Context: an optimization exercise on an open-source flow, tuned for small area, a short achievable clock period and few clock cycles per item. The choices shown serve that exercise and are no tape-out recipe. Only simulation tests tie the RTL to the original design; equivalence was not proved. No activity file was given, so power comes from the tool's default toggle rates.

// securec_core
module securec_core (
    input  wire       clk,
    input  wire       rst,       
    input  wire       we,        
    input  wire [4:0] addr,      
    input  wire [7:0] wdata,     
    output reg  [7:0] rdata,     
    output reg        trig       
);
export LEC_CHECK = 0
export ABC_AREA = 1
export CAP_MARGIN = 20
export CORE_MARGIN = 2
export CORE_UTILIZATION = 40
export SLEW_MARGIN = 20
create_clock -name core_clock -period 38.0 [get_ports {clk}]
standard.sh (not shown) runs the stock make flow with config.mk's settings and CLKGATE_MAP_FILE= SYNTH_SCRIPT=/design/flow/synth_recipe.tcl, a recipe that flattens the netlist after the stock synthesis.
==> flow/flow/run.sh <==
#!/bin/bash
# The standard layout (standard.sh), with these changes of setting:
# - plain buffers (buf_2) on the input and output ports, not the delay
#   buffer that buffer_ports picks by default;
# - timing repair aimed at a setup slack of 22 ns, so that it works on the
#   paths of the period the design reaches, not only on the clock period;
# - clock tree from clkbuf_8 buffers, without dummy loads.
# The make output goes to standard.log; ORFS's own logs are under orfs/logs.
set -euo pipefail
bash standard.sh "BUFFER_PORTS_ARGS=-buffer_cell sky130_fd_sc_hd__buf_2" SETUP_SLACK_MARGIN=22 \
  "CTS_ARGS=-sink_clustering_enable -repair_clock_nets -buf_list sky130_fd_sc_hd__clkbuf_8 -dont_use_dummy_load -sink_clustering_size 30 -sink_clustering_max_diameter 100" \
  finish > standard.log 2>&1
Testbench counts at the start, summed over its fixed seeds: cycles 15,360, cmds 1,280.
Then changed:
==> flow/flow/run.sh (replaced) <==
#!/bin/bash
# The standard layout (standard.sh), with two changes of setting:
# - plain buffers (buf_2) on the input and output ports, not the delay
#   buffer that buffer_ports picks by default;
# - timing repair aimed at a setup slack of 22 ns, so that it works on the
#   paths of the period the design reaches, not only on the clock period.
# The make output goes to standard.log; ORFS's own logs are under orfs/logs.
set -euo pipefail
bash standard.sh "BUFFER_PORTS_ARGS=-buffer_cell sky130_fd_sc_hd__buf_2" SETUP_SLACK_MARGIN=22 finish > standard.log 2>&1
CTS_BUF_LIST = sky130_fd_sc_hd__clkbuf_8   (was default)
CTS_CLUSTER_DIAMETER = 100   (was default)
CTS_CLUSTER_SIZE = 50   (was default)
=> Sequential power hardly moves. Critical path depth stays the same. Hold slack stays flat. First-iteration DRC count is higher by 3.9%. Power is higher by 3.4%.
Then changed:
CTS_BUF_LIST = sky130_fd_sc_hd__clkbuf_4 sky130_fd_sc_hd__clkbuf_8   (was sky130_fd_sc_hd__clkbuf_8)
CTS_CLUSTER_DIAMETER = default   (was 100)
CTS_CLUSTER_SIZE = default   (was 50)
After rerunning: The changed run passed the timing, design-rule and antenna checks; critical path depth is unchanged; die area stays the same; clock-buffer cell count does not change; final cell count does not change; power stays the same.
Then changed:
CTS_BUF_LIST = sky130_fd_sc_hd__clkbuf_8   (was sky130_fd_sc_hd__clkbuf_4 sky130_fd_sc_hd__clkbuf_8)
CTS_CLUSTER_DIAMETER = 100   (was default)
CTS_CLUSTER_SIZE = 30   (was default)
Effect: Clock-buffer cell count is unchanged. Total power does not change. Register-to-register slack hardly moves. Cell area stays the same. Sequential share of layout area stays the same. Clock power stays flat.
Then changed:
CTS_BUF_LIST = default   (was sky130_fd_sc_hd__clkbuf_8)
CTS_CLUSTER_DIAMETER = default   (was 100)
CTS_CLUSTER_SIZE = default   (was 30)
Result: Register-to-register slack hardly moves; utilization goes up by 0.43 points; die area does not change; setup slack barely changes; non-clock buffer count stays the same.
Then changed:
==> flow/flow/run.sh (replaced) <==
#!/bin/bash
# The standard layout (standard.sh), with these changes of setting:
# - plain buffers (buf_2) on the input and output ports, not the delay
#   buffer that buffer_ports picks by default;
# - timing repair aimed at a setup slack of 22 ns, so that it works on the
#   paths of the period the design reaches, not only on the clock period;
# - clock tree from clkbuf_8 buffers, without dummy loads.
# The make output goes to standard.log; ORFS's own logs are under orfs/logs.
set -euo pipefail
bash standard.sh "BUFFER_PORTS_ARGS=-buffer_cell sky130_fd_sc_hd__buf_2" SETUP_SLACK_MARGIN=22 \
  "CTS_ARGS=-sink_clustering_enable -repair_clock_nets -buf_list sky130_fd_sc_hd__clkbuf_8 -dont_use_dummy_load" \
  finish > standard.log 2>&1
Effect:
- design area decreases by 2.1%
- fmax is about the same
- utilization decreases by 0.90 points
- synthesized cell count stays the same
- final cell count decreases by about 0.34%
- non-clock buffer count stays the same

## v3
Another version of the RTL of securec_core (not shown whole).
For scale: ~1400 cells after synthesis, about 9400 µm² of cells after synthesis.
Design securec_core, start of the top module:
module securec_core (
    input  wire       clk,
    input  wire       rst,       
    input  wire       we,        
    input  wire [4:0] addr,      
    input  wire [7:0] wdata,     
    output reg  [7:0] rdata,     
    output reg        trig       
);
==> flow/config.mk <==
export PLATFORM = sky130hd
export DESIGN_NAME = securec_core
export DESIGN_NICKNAME = securec_core
export VERILOG_FILES = /design/flow/design.v
export SDC_FILE = /design/flow/constraint.sdc
export NUM_CORES = 4
export LEC_CHECK = 0
export ABC_AREA = 1
export CAP_MARGIN = 20
export CORE_MARGIN = 2
export CORE_UTILIZATION = 40
export SLEW_MARGIN = 20
==> flow/constraint.sdc <==
create_clock -name core_clock -period 38.0 [get_ports {clk}]
set_input_delay 7.6000 -clock core_clock [delete_from_list [all_inputs] [get_ports {clk}]]
set_output_delay 7.6000 -clock core_clock [all_outputs]
set_load 0.01 [all_outputs]
==> flow/flow/run.sh <==
#!/bin/bash
# The standard layout (standard.sh), with these changes of setting:
# - plain buffers (buf_2) on the input and output ports, not the delay
#   buffer that buffer_ports picks by default;
# - timing repair aimed at a setup slack of 22 ns, so that it works on the
#   paths of the period the design reaches, not only on the clock period;
# - clock tree from clkbuf_8 buffers, without dummy loads.
# The make output goes to standard.log; ORFS's own logs are under orfs/logs.
set -euo pipefail
bash standard.sh "BUFFER_PORTS_ARGS=-buffer_cell sky130_fd_sc_hd__buf_2" \
  "CTS_ARGS=-sink_clustering_enable -repair_clock_nets -buf_list sky130_fd_sc_hd__clkbuf_8 -dont_use_dummy_load" \
  finish > standard.log 2>&1
Every stage of the flow completed for v3, and the final layout passed the timing, design-rule and antenna checks.
Testbench counts of v3, summed over its fixed seeds: cycles 15,360, cmds 1,280.
The following lists how v35 was set up differently from v3:
--- a/flow/flow/run.sh
+++ b/flow/flow/run.sh
@@ -8,5 +8,5 @@
 # The make output goes to standard.log; ORFS's own logs are under orfs/logs.
 set -euo pipefail
-bash standard.sh "BUFFER_PORTS_ARGS=-buffer_cell sky130_fd_sc_hd__buf_2" \
+bash standard.sh "BUFFER_PORTS_ARGS=-buffer_cell sky130_fd_sc_hd__buf_1" SETUP_SLACK_MARGIN=22 \
   "CTS_ARGS=-sink_clustering_enable -repair_clock_nets -buf_list sky130_fd_sc_hd__clkbuf_8 -dont_use_dummy_load" \
   finish > standard.log 2>&1
==> run notes <==
- v35 gives less wire length of the first global-routing pass than v3 did.
- Worst reg-to-reg setup slack sits higher in v35 than in v3.
- Changes observed in v35 relative to v3: wire length on met1 moved down, number of max-cap violations level, worst-case setup margin in the final layout moved up.
- Routed wire length of v35 falls short of that of v3 slightly.
Here is what was changed in the inputs of v2 compared with v35.
--- a/flow/flow/run.sh
+++ b/flow/flow/run.sh
@@ -8,5 +8,5 @@
 # The make output goes to standard.log; ORFS's own logs are under orfs/logs.
 set -euo pipefail
-bash standard.sh "BUFFER_PORTS_ARGS=-buffer_cell sky130_fd_sc_hd__buf_1" SETUP_SLACK_MARGIN=22 \
-  "CTS_ARGS=-sink_clustering_enable -repair_clock_nets -buf_list sky130_fd_sc_hd__clkbuf_8 -dont_use_dummy_load" \
+bash standard.sh "BUFFER_PORTS_ARGS=-buffer_cell sky130_fd_sc_hd__buf_2" SETUP_SLACK_MARGIN=22 \
+  "CTS_ARGS=-sink_clustering_enable -repair_clock_nets -buf_list sky130_fd_sc_hd__clkbuf_8 -dont_use_dummy_load -sink_clustering_size 80 -sink_clustering_max_diameter 400 -num_static_layers 0 -balance_levels" \
   finish > standard.log 2>&1
[summary]
Every stage of the flow completed for v2, and the final layout passed the timing, design-rule and antenna checks. Final cell area excluding filler cells essentially unchanged between v35 and v2. Power per cell area: v35 vs v2 — no meaningful difference. v2 -> v35: antenna violation net count after detailed routing delta 0, exact match. Delta (v2 minus v35): switching power of the nets rose by about 0.8%, critical path arrival fell by 40 ps. Relative to v35, relative area change from synthesis to final layout has increased by 0.21 points in v2. Delta (v2 minus v35): routed wire length fell 80 µm; total power rose about 0.43%; antenna cell count about even; portion of the layout cell area used by clock cells about even.

The RTL this note starts from:
==> flow/design.v <==
module securec_core (
    input  wire       clk,
    input  wire       rst,       
    input  wire       we,        
    input  wire [4:0] addr,      
    input  wire [7:0] wdata,     
    output reg  [7:0] rdata,     
    output reg        trig       
);
    localparam [1:0] ST_FIN  = 2'd0;    
    localparam [1:0] ST_MZ   = 2'd1;    
    localparam [1:0] ST_SQR  = 2'd2;    
    localparam [1:0] ST_MUL  = 2'd3;    
    reg [1:0] st;
    reg       done;
    reg       err_mz;
    reg       err_ill;
    reg [7:0] res;        
    reg       tag_exp;    
    reg       one;        
    reg [7:0] ib0, ib1, ib2, ib3, ib4, ib5, ib6, ib7;
    function [7:0] modmul;
        input [7:0] a;
        input [7:0] b;
        input [7:0] n;
        reg [15:0] p;
        reg [9:0]  x;
        reg [10:0] t1, t2, t3;
        reg [9:0]  n3;
        integer    i;
        begin
            p  = a * b;
            n3 = {2'b00, n} + {1'b0, n, 1'b0};
            x  = {2'b00, p[15:8]};
            for (i = 3; i >= 0; i = i - 1) begin
                x  = {x[7:0], p[2*i+1], p[2*i]};
                t1 = {1'b0, x} - {3'b000, n};
                t2 = {1'b0, x} - {2'b00, n, 1'b0};
                t3 = {1'b0, x} - {1'b0, n3};
                if (!t3[10])      x = t3[9:0];
                else if (!t2[10]) x = t2[9:0];
                else if (!t1[10]) x = t1[9:0];
            end
            modmul = x[7:0];
        end
    endfunction
    wire       cmd_write = we && (addr == 5'h00) && !trig;
    wire [7:0] mul_a     = !trig ? 8'd1 : (st[0] ? res : ib0);
    wire [7:0] mm        = modmul(mul_a, ib0, ib2);
    wire [7:0] cmp_or = (ib0 ^ 8'h69) | (ib1 ^ 8'h6E) | (ib2 ^ 8'h66) | (ib3 ^ 8'h69) |
                        (ib4 ^ 8'h6E) | (ib5 ^ 8'h65) | (ib6 ^ 8'h6F) | (ib7 ^ 8'h6E);
    wire ib_write = we && !trig && (addr[4:3] == 2'b10);
    wire [7:0] e_shr = {1'b0, ib1[7:1]};
    always @(posedge clk) begin
        if (ib_write) begin
            case (addr[2:0])
                3'd0: ib0 <= wdata;
                3'd1: ib1 <= wdata;
                3'd2: ib2 <= wdata;
                3'd3: ib3 <= wdata;
                3'd4: ib4 <= wdata;
                3'd5: ib5 <= wdata;
                3'd6: ib6 <= wdata;
                default: ib7 <= wdata;
            endcase
        end else if (cmd_write && wdata == 8'h01) begin
            ib0 <= mm;
            ib1 <= e_shr;
        end else if (trig && st == ST_SQR) begin
            ib0 <= mm;
            if (!ib1[0] || one) ib1 <= e_shr;
        end else if (trig && st == ST_MUL) begin
            ib1 <= e_shr;
        end
    end
    always @(posedge clk) begin
        if (rst) begin
            trig    <= 1'b0;
            done    <= 1'b0;
            err_mz  <= 1'b0;
            err_ill <= 1'b0;
        end else if (!trig) begin
            if (cmd_write) begin
                done    <= 1'b0;
                err_mz  <= 1'b0;
                err_ill <= 1'b0;
                if (wdata[7:2] != 6'd0) begin
                    err_ill <= 1'b1;
                end else begin
                    trig    <= 1'b1;
                    tag_exp <= !wdata[1];
                    st      <= ST_FIN;
                    case (wdata[1:0])
                        2'b00: res <= 8'h3E;
                        2'b01: begin
                            if (ib2 == 8'd0)
                                st <= ST_MZ;
                            else if (e_shr != 8'd0)
                                st <= ST_SQR;
                            res <= ib1[0] ? mm : 8'd1;
                            one <= !ib1[0];
                        end
                        2'b10: res <= {7'd0, cmp_or == 8'd0};
                        default: res <= cmp_or;
                    endcase
                end
            end
        end else begin
            case (st)
                ST_FIN: begin
                    trig <= 1'b0;
                    done <= 1'b1;
                end
                ST_MZ: begin
                    trig   <= 1'b0;
                    err_mz <= 1'b1;
                end
                ST_SQR: begin
                    if (ib1[0]) begin
                        if (one) begin
                            res <= mm;
                            one <= 1'b0;
                            if (e_shr == 8'd0) begin
                                trig <= 1'b0;
                                done <= 1'b1;
                            end
                        end else begin
                            st <= ST_MUL;
                        end
                    end
                end
                default: begin
                    res <= mm;
                    if (e_shr == 8'd0) begin
                        trig <= 1'b0;
                        done <= 1'b1;
                    end else begin
                        st <= ST_SQR;
                    end
                end
            endcase
        end
    end
    always @(*) begin
        case (addr)
            5'h01:   rdata = {3'd0, err_ill, err_mz, err_ill | err_mz, done, trig};
            5'h02:   rdata = res;
            5'h03:   rdata = {6'b011100, tag_exp, 1'b0};
            default: rdata = 8'h00;
        endcase
    end
endmodule
clock: 38.0 ns
lec_check: 0
abc_area: 1
cap_margin: 20
core_margin: 2
core_utilization: 40
slew_margin: 20
==> flow/flow/run.sh <==
#!/bin/bash
# Standard layout, with plain buffers (not the delay buffer buffer_ports
# picks by default) on the input and output ports.
set -euo pipefail
bash standard.sh "BUFFER_PORTS_ARGS=-buffer_cell sky130_fd_sc_hd__buf_2"  finish > standard.log 2>&1
Testbench counts at the start, summed over its fixed seeds: cycles 16,084, cmds 1,280.
Change:
==> flow/flow/run.sh (replaced) <==
#!/bin/bash
# Standard layout, with plain buffers (not the delay buffer buffer_ports
# picks by default) on the input and output ports, and timing repair aimed
# below the clock period.
set -euo pipefail
bash standard.sh "BUFFER_PORTS_ARGS=-buffer_cell sky130_fd_sc_hd__buf_2" SETUP_SLACK_MARGIN=23 finish > standard.log 2>&1
- ABC_AREA: 1 -> unset
Register-to-register slack is better by 1.0 ns.
Global-route usage increases by 1.8 points.
Synthesized cell count decreases by 13%.
Utilization is higher by 1.6 points.
Routed wire length is higher by 12%.
Clock-buffer cell count fell by 1.
First-iteration DRC count went up by 30%.
Critical path depth falls by 5.
Maximum frequency rises by 2.6%.
Change:
==> flow/flow/run.sh (replaced) <==
#!/bin/bash
# Standard layout, with plain buffers (not the delay buffer buffer_ports
# picks by default) on the input and output ports.
set -euo pipefail
bash standard.sh "BUFFER_PORTS_ARGS=-buffer_cell sky130_fd_sc_hd__buf_2" SETUP_SLACK_MARGIN=22 finish > standard.log 2>&1
- ABC_AREA: unset -> 1
Result: Die area is lower by about 1.8%. Worst setup slack is worse by 0.095 ns. Routed wire length is lower by 11%. Non-clock buffer count is lower by 32. Area after synthesis is lower by about 1.8%. Fmax is lower by about 0.6%. Global-route usage is lower by 1.8 points. Final area is lower by 5.4%. Combinational power is higher by about 40%.
Change:
==> flow/flow/run.sh (replaced) <==
#!/bin/bash
# Standard layout, with plain buffers (not the delay buffer buffer_ports
# picks by default) on the input and output ports.
set -euo pipefail
bash standard.sh "BUFFER_PORTS_ARGS=-buffer_cell sky130_fd_sc_hd__buf_2" finish > standard.log 2>&1
- ABC_AREA: 1 -> unset
Result: The changed run completed with no timing, DRC or antenna violations; wire length went up by a little under a tenth; maximum frequency is lower slightly; via count fell slightly; cell area went up slightly.
Change:
==> flow/run.sh (new file) <==
#!/bin/bash
# synth_recipe.tcl (not shown) runs the flow's synth.tcl, then flattens the netlist and writes it again
# the make line also repeats each setting of config.mk as NAME=value (left out here)
make -C /OpenROAD-flow-scripts/flow DESIGN_CONFIG=/design/flow/config.mk WORK_HOME=/design/flow/orfs CLKGATE_MAP_FILE= SYNTH_SCRIPT=/design/flow/synth_recipe.tcl finish
removed: flow/flow/run.sh
removed: flow/standard.sh
Cell count hardly moves.
Clock power fell by 18%.
Synthesized area is unchanged.
Core utilization rose by 0.31 points.
Fmax went down by 5.6%.
Die area stays the same.
Global-route usage barely changes.
Worst setup slack loses 0.96 ns.
Synthesized cell count is unchanged.

Setup of pepper:
RTL: one of the versions met above, not the one the previous note started from.
Size: ~1400 cells after synthesis, ~80 flip-flops, about 25 I/O pins, ~0.0094 mm^2 of cells after synthesis.
clock: 38.0 ns
lec_check: 0
abc_area: 1
cap_margin: 20
core_margin: 2
core_utilization: 40
slew_margin: 20
==> flow/flow/run.sh <==
#!/bin/bash
# The standard layout (standard.sh), with these changes of setting:
# - plain buffers (buf_2) on the input and output ports, not the delay
#   buffer that buffer_ports picks by default;
# - timing repair aimed at a setup slack of 22 ns, so that it works on the
#   paths of the period the design reaches, not only on the clock period;
# - clock tree from clkbuf_8 buffers, without dummy loads.
# The make output goes to standard.log; ORFS's own logs are under orfs/logs.
set -euo pipefail
bash standard.sh "BUFFER_PORTS_ARGS=-buffer_cell sky130_fd_sc_hd__buf_2" SETUP_SLACK_MARGIN=22.5 \
  "CTS_ARGS=-sink_clustering_enable -repair_clock_nets -buf_list sky130_fd_sc_hd__clkbuf_8 -dont_use_dummy_load" \
  finish > standard.log 2>&1
Testbench counts of pepper, summed over its fixed seeds: cycles 15,360, cmds 1,280.
Changes in zinc relative to pepper:
diff --git a/flow/flow/run.sh b/flow/flow/run.sh
--- a/flow/flow/run.sh
+++ b/flow/flow/run.sh
@@ -8,5 +8,5 @@
 # The make output goes to standard.log; ORFS's own logs are under orfs/logs.
 set -euo pipefail
-bash standard.sh "BUFFER_PORTS_ARGS=-buffer_cell sky130_fd_sc_hd__buf_2" SETUP_SLACK_MARGIN=22.5 \
+bash standard.sh "BUFFER_PORTS_ARGS=-buffer_cell sky130_fd_sc_hd__buf_2" SETUP_SLACK_MARGIN=23.5 \
   "CTS_ARGS=-sink_clustering_enable -repair_clock_nets -buf_list sky130_fd_sc_hd__clkbuf_8 -dont_use_dummy_load" \
   finish > standard.log 2>&1
==> run notes <==
- In the reports for zinc and pepper, the larger met1 routed wirelength after detailed routing belongs to pepper.
- Going from pepper to zinc, worst setup slack decreased 0.0037 ns, initial core utilization essentially unchanged.
- Taking pepper as the reference, in zinc cell area has increased, fmax has remained practically unchanged.
- pepper -> zinc: hold slack flat
- zinc against pepper: non-clock buffer count up about 34%; core utilization up 0.56 points; multi-input combinational cell area up 0.50%; via count up 48.
- Against pepper, zinc reports a final standard cell count with taps included and fillers excluded that is higher.
Modified inputs, amber compared to zinc
diff --git a/flow/flow/run.sh b/flow/flow/run.sh
--- a/flow/flow/run.sh
+++ b/flow/flow/run.sh
@@ -8,5 +8,5 @@
 # The make output goes to standard.log; ORFS's own logs are under orfs/logs.
 set -euo pipefail
-bash standard.sh "BUFFER_PORTS_ARGS=-buffer_cell sky130_fd_sc_hd__buf_2" SETUP_SLACK_MARGIN=23.5 \
+bash standard.sh "BUFFER_PORTS_ARGS=-buffer_cell sky130_fd_sc_hd__buf_2" SETUP_SLACK_MARGIN=22 \
   "CTS_ARGS=-sink_clustering_enable -repair_clock_nets -buf_list sky130_fd_sc_hd__clkbuf_8 -dont_use_dummy_load" \
   finish > standard.log 2>&1
[summary]
From zinc to amber, placed cell count did not move at all.
zinc has a lower power per cell area than amber.
Worst reg-to-reg path cell count (amber over zinc): increase, 2
The higher cell count of zinc and amber is in zinc.
Post-route setup TNS across zinc and amber: no real change.
[compare] base=zinc new=amber: global-route wire length before repair decreased by 1.2 mm relative to the old numbers; fraction of met1 tracks used by global routing decreased by 0.24 points relative to the old numbers; wire length decreased by 770 um relative to the old numbers.
The following lists how indigo was set up differently from amber:
diff --git a/flow/flow/run.sh b/flow/flow/run.sh
--- a/flow/flow/run.sh
+++ b/flow/flow/run.sh
@@ -8,5 +8,5 @@
 # The make output goes to standard.log; ORFS's own logs are under orfs/logs.
 set -euo pipefail
-bash standard.sh "BUFFER_PORTS_ARGS=-buffer_cell sky130_fd_sc_hd__buf_2" SETUP_SLACK_MARGIN=22 \
+bash standard.sh "BUFFER_PORTS_ARGS=-buffer_cell sky130_fd_sc_hd__buf_4" SETUP_SLACK_MARGIN=22 \
   "CTS_ARGS=-sink_clustering_enable -repair_clock_nets -buf_list sky130_fd_sc_hd__clkbuf_8 -dont_use_dummy_load" \
   finish > standard.log 2>&1
--- outcome ---
indigo: full flow OK, the timing, design-rule and antenna checks passed. Final critical-path required period is higher on indigo. Diff amber -> indigo: per-cell via count in the routed design grew by 0.016; worst setup slack shrank by 0.044 ns; post-synthesis to final-layout area growth grew by 2.2 points; actual transition at the worst max-transition pin held steady. A last element of the critical path of rdata[3] is what amber shows, while rdata[5] belongs to indigo. Delta(utilization, indigo - amber) > 0. Between indigo and amber, the fmax figures differ only marginally. Row final area: indigo higher / amber lower.

## what the ideal ports hide
In the flow no input, the clock included, has a driving cell. The finished layouts below were timed again as built, in two steps.
Step 1 sets driving cells, clkbuf_16 on the clock port and buf_2 on the other inputs (assumed; they add their load-dependent delay and slew).
Step 2 also shifts input and output timing later by t, the mid clock arrival at the registers, as if the neighbouring blocks saw the same clock.
Three values: ideal, step 1, step 2; two values: the first two.
| run | t (ns) | setup slack, ns | worst setup path after step 2 | latest minus earliest clock arrival (ns) | pins driven straight from the clock port |
|---|---|---|---|---|---|
| the first run of note 1 | 0.378 | 21.844 / 21.809 / 21.809 | input to output | 0.013 / 0.014 | 1 |
| the second run of note 1 | 0.385 | 21.858 / 21.823 / 21.823 | input to output | 0.007 / 0.006 | 1 |
| the third run of note 1 | 0.385 | 21.858 / 21.823 / 21.823 | input to output | 0.007 / 0.006 | 1 |
| the fourth run of note 1 | 0.385 | 21.858 / 21.823 / 21.823 | input to output | 0.007 / 0.006 | 1 |
| the fifth run of note 1 | 0.368 | 21.859 / 21.824 / 21.824 | input to output | 0.005 / 0.005 | 1 |
| the sixth run of note 1 | 0.378 | 21.844 / 21.809 / 21.809 | input to output | 0.013 / 0.014 | 1 |
| v3 | 0.365 | 21.608 / 21.590 / 21.590 | input to output | 0.018 / 0.017 | 1 |
| v35 | 0.364 | 21.911 / 21.867 / 21.867 | input to output | 0.023 / 0.023 | 1 |
| v2 | 0.369 | 21.955 / 21.913 / 21.913 | input to output | 0.025 / 0.025 | 1 |
| the first run of note 3 | 0.371 | 21.604 / 21.583 / 21.583 | input to output | 0.009 / 0.008 | 1 |
| the second run of note 3 | 0.361 | 22.013 / 21.975 / 21.975 | input to output | 0.009 / 0.010 | 1 |
| the third run of note 3 | 0.368 | 21.918 / 21.879 / 21.879 | input to output | 0.010 / 0.010 | 1 |
| the fourth run of note 3 | 0.372 | 21.801 / 21.780 / 21.780 | input to output | 0.007 / 0.006 | 1 |
| the fifth run of note 3 | 0.361 | 20.844 / 20.821 / 20.821 | input to output | 0.007 / 0.007 | 1 |
| pepper | 0.372 | 21.923 / 21.885 / 21.885 | input to output | 0.015 / 0.015 | 1 |
| zinc | 0.371 | 21.919 / 21.882 / 21.882 | input to output | 0.015 / 0.016 | 1 |
| amber | 0.369 | 21.955 / 21.913 / 21.913 | input to output | 0.025 / 0.025 | 1 |
| indigo | 0.363 | 21.911 / 21.871 / 21.871 | input to output | 0.021 / 0.021 | 1 |
After both steps setup and hold are still met in every run listed. The setup slack of v35, which loses most, moves by -0.044 ns with the drivers and by -0.044 ns with both steps.
